From an optimization exercise on the open Yosys and OpenROAD flow, aimed at small area; shortcuts taken in it are not production practice. Function was checked by simulation only, so behaviour that the tests miss may differ from the original. No activity file was given, so power comes from the tool's default toggle rates.

==> inputs of trial 41 <==
## canbox_bridge
module canbox_bridge (
    input  wire        clk,
    input  wire        rst,           
    input  wire        rx_valid,
    output wire        rx_ready,
    input  wire [7:0]  rx_data,
    input  wire        can_valid,
    output wire        can_ready,
    input  wire [28:0] can_id,
    input  wire [3:0]  can_len,
    input  wire [63:0] can_data,
    input  wire        tick_valid,
    output wire        tick_ready,
    output wire        tx_valid,
    input  wire        tx_ready,
    output wire [7:0]  tx_data,
    input  wire        strict_chk,
    output reg         err_frame_too_large,
    output reg         err_checksum,
    output reg         err_can_short
);
    localparam [6:0] PLAST = 7'd110;
    localparam [2:0] S_CLR = 3'd0, S_IDLE = 3'd1, S_PROC = 3'd2, S_INJ = 3'd3,
                     S_FILL = 3'd4, S_ADD = 3'd5, S_SEND = 3'd6;
    localparam [3:0] OP_CONST = 4'd0, OP_SHL = 4'd1, OP_SHR = 4'd2, OP_CHK = 4'd3,
                     OP_TH = 4'd4, OP_TL = 4'd5, OP_F = 4'd6, OP_PA = 4'd7, OP_PB = 4'd8;
    localparam [15:0] W_OFF = 16'h8084;     
    localparam [7:0]  W_ADD = 8'd110;       
    localparam [7:0]  T_OFF = 8'h28;        
    reg [110:0] r;           
    reg [6:0]   p;           
    reg [2:0]   st;
    reg         run;         
    reg [1:0]   src;         
    reg [5:0]   bpos;        
    reg [7:0]   tx;
    reg [6:0]   rem;         
    reg         br;          
    reg [3:0]   idx;         
    reg [4:0]   rc;          
    reg         ee;          
    reg         c6;          
    wire [2:0] k     = p[2:0];
    wire [3:0] kk    = p[3:0];
    wire       h     = r[0];
    wire       plast = (p == PLAST);
  ...
Settings: LEC_CHECK=0, ABC_AREA=1, CAP_MARGIN=20, CORE_MARGIN=2, CORE_UTILIZATION=40, SLEW_MARGIN=20; clock period 30.0 ns.
standard.sh (not shown) runs the stock make flow with config.mk's settings and CLKGATE_MAP_FILE= SYNTH_SCRIPT=/design/flow/synth_recipe.tcl, a recipe that flattens the netlist after the stock synthesis.
==> flow/flow/run.sh <==
#!/bin/bash
# The standard layout (standard.sh) with these layout choices changed:
#  - after the floorplan, OpenROAD's restructure re-maps the combinational
#    logic for area (registers untouched), using the platform library
#    without its don't-use cells;
#  - every input and output port gets a sky130_fd_sc_hd__buf_1 buffer;
#  - clock tree synthesis uses sky130_fd_sc_hd__clkbuf_8 and no dummy loads.
# Each step's full output goes to its own log file in this folder; ORFS's
# steps also write their logs under orfs/logs/.
set -euo pipefail
ARGS=("BUFFER_PORTS_ARGS=-buffer_cell sky130_fd_sc_hd__buf_1"
      "CTS_ARGS=-sink_clustering_enable -repair_clock_nets -buf_list sky130_fd_sc_hd__clkbuf_8 -dont_use_dummy_load")
bash standard.sh "${ARGS[@]}" floorplan > standard_floorplan.log 2>&1
export RESULTS="$PWD/orfs/results/sky130hd/canbox_bridge/base"
export LIB="$FLOW_HOME/platforms/sky130hd/lib/sky130_fd_sc_hd__tt_025C_1v80.lib"
export RMP_LIB="$PWD/restructure.lib"
export RMP_WORK="$PWD/rmp_work"
mkdir -p "$RMP_WORK"
python3 flow/filter_lib.py "$LIB" "$RMP_LIB" > filter_lib.log 2>&1
openroad -no_init -exit flow/restructure.tcl > restructure.log 2>&1
bash standard.sh "${ARGS[@]}" finish > standard_finish.log 2>&1
Other scripts of this flow, unchanged in this note and not shown: flow/flow/filter_lib.py, flow/flow/restructure.tcl
==> trial 87 (differences from trial 41) <==
- CORE_UTILIZATION: 40 -> 70
==> Implementation_results.wiki <==
{| class="wikitable"
! Metric !! Value
|-
| Status || complete, no violations
|-
| Final wirelength || 24100 um
|-
| Clk. pwr || 0.117 mW
|-
| Rel. slew slack || 0.359
|-
| Via count of the routed design || 8373
|-
| Logic pwr share || 0.263
|-
| Final clock period utilization by the worst path || 0.496
|-
| Clk network pwr share || 0.218
|-
| Final Core Density || 0.639
|-
| Fraction of final layout cells with drive strength greater than 1 || 0.0226
|}
# the run above: trial 87

==> Implementation_results.wiki <==
{| class="wikitable"
! Metric !! Value
|-
| Status || complete, no violations
|-
| Clk network pwr share || 0.224
|-
| Via count of the routed design || 8391
|-
| Logic pwr share || 0.265
|-
| Clk. pwr || 0.121 mW
|-
| Rel. slew slack || 0.349
|-
| Final clock period utilization by the worst path || 0.500
|-
| Final wirelength || 25800 um
|}
# the run above: trial 41

## what the ideal ports hide
The results above use ideal ports. As a check the final layouts listed here were re-extracted and re-timed, cells and wires unchanged.
Step 1 assumes that a clkbuf_16 drives the clock port and a buf_2 every other input.
Step 2 also shifts input and output timing later by t, the mid clock arrival at the registers, as if the neighbouring blocks saw the same clock.
Three values: ideal ports, drivers, drivers and shift; two values: the first two.
| run | t (ns) | setup slack, ns | latest minus earliest clock arrival (ns) |
|---|---|---|---|
| trial 41 | 0.483 | 15.010 / 14.990 / 14.990 | 0.049 / 0.049 |
| trial 87 | 0.479 | 15.111 / 15.092 / 15.092 | 0.043 / 0.043 |
After both steps every run listed still meets setup and hold. For trial 41, which loses most, drivers alone change the setup slack by -0.020 ns; drivers and shift together by -0.020 ns.
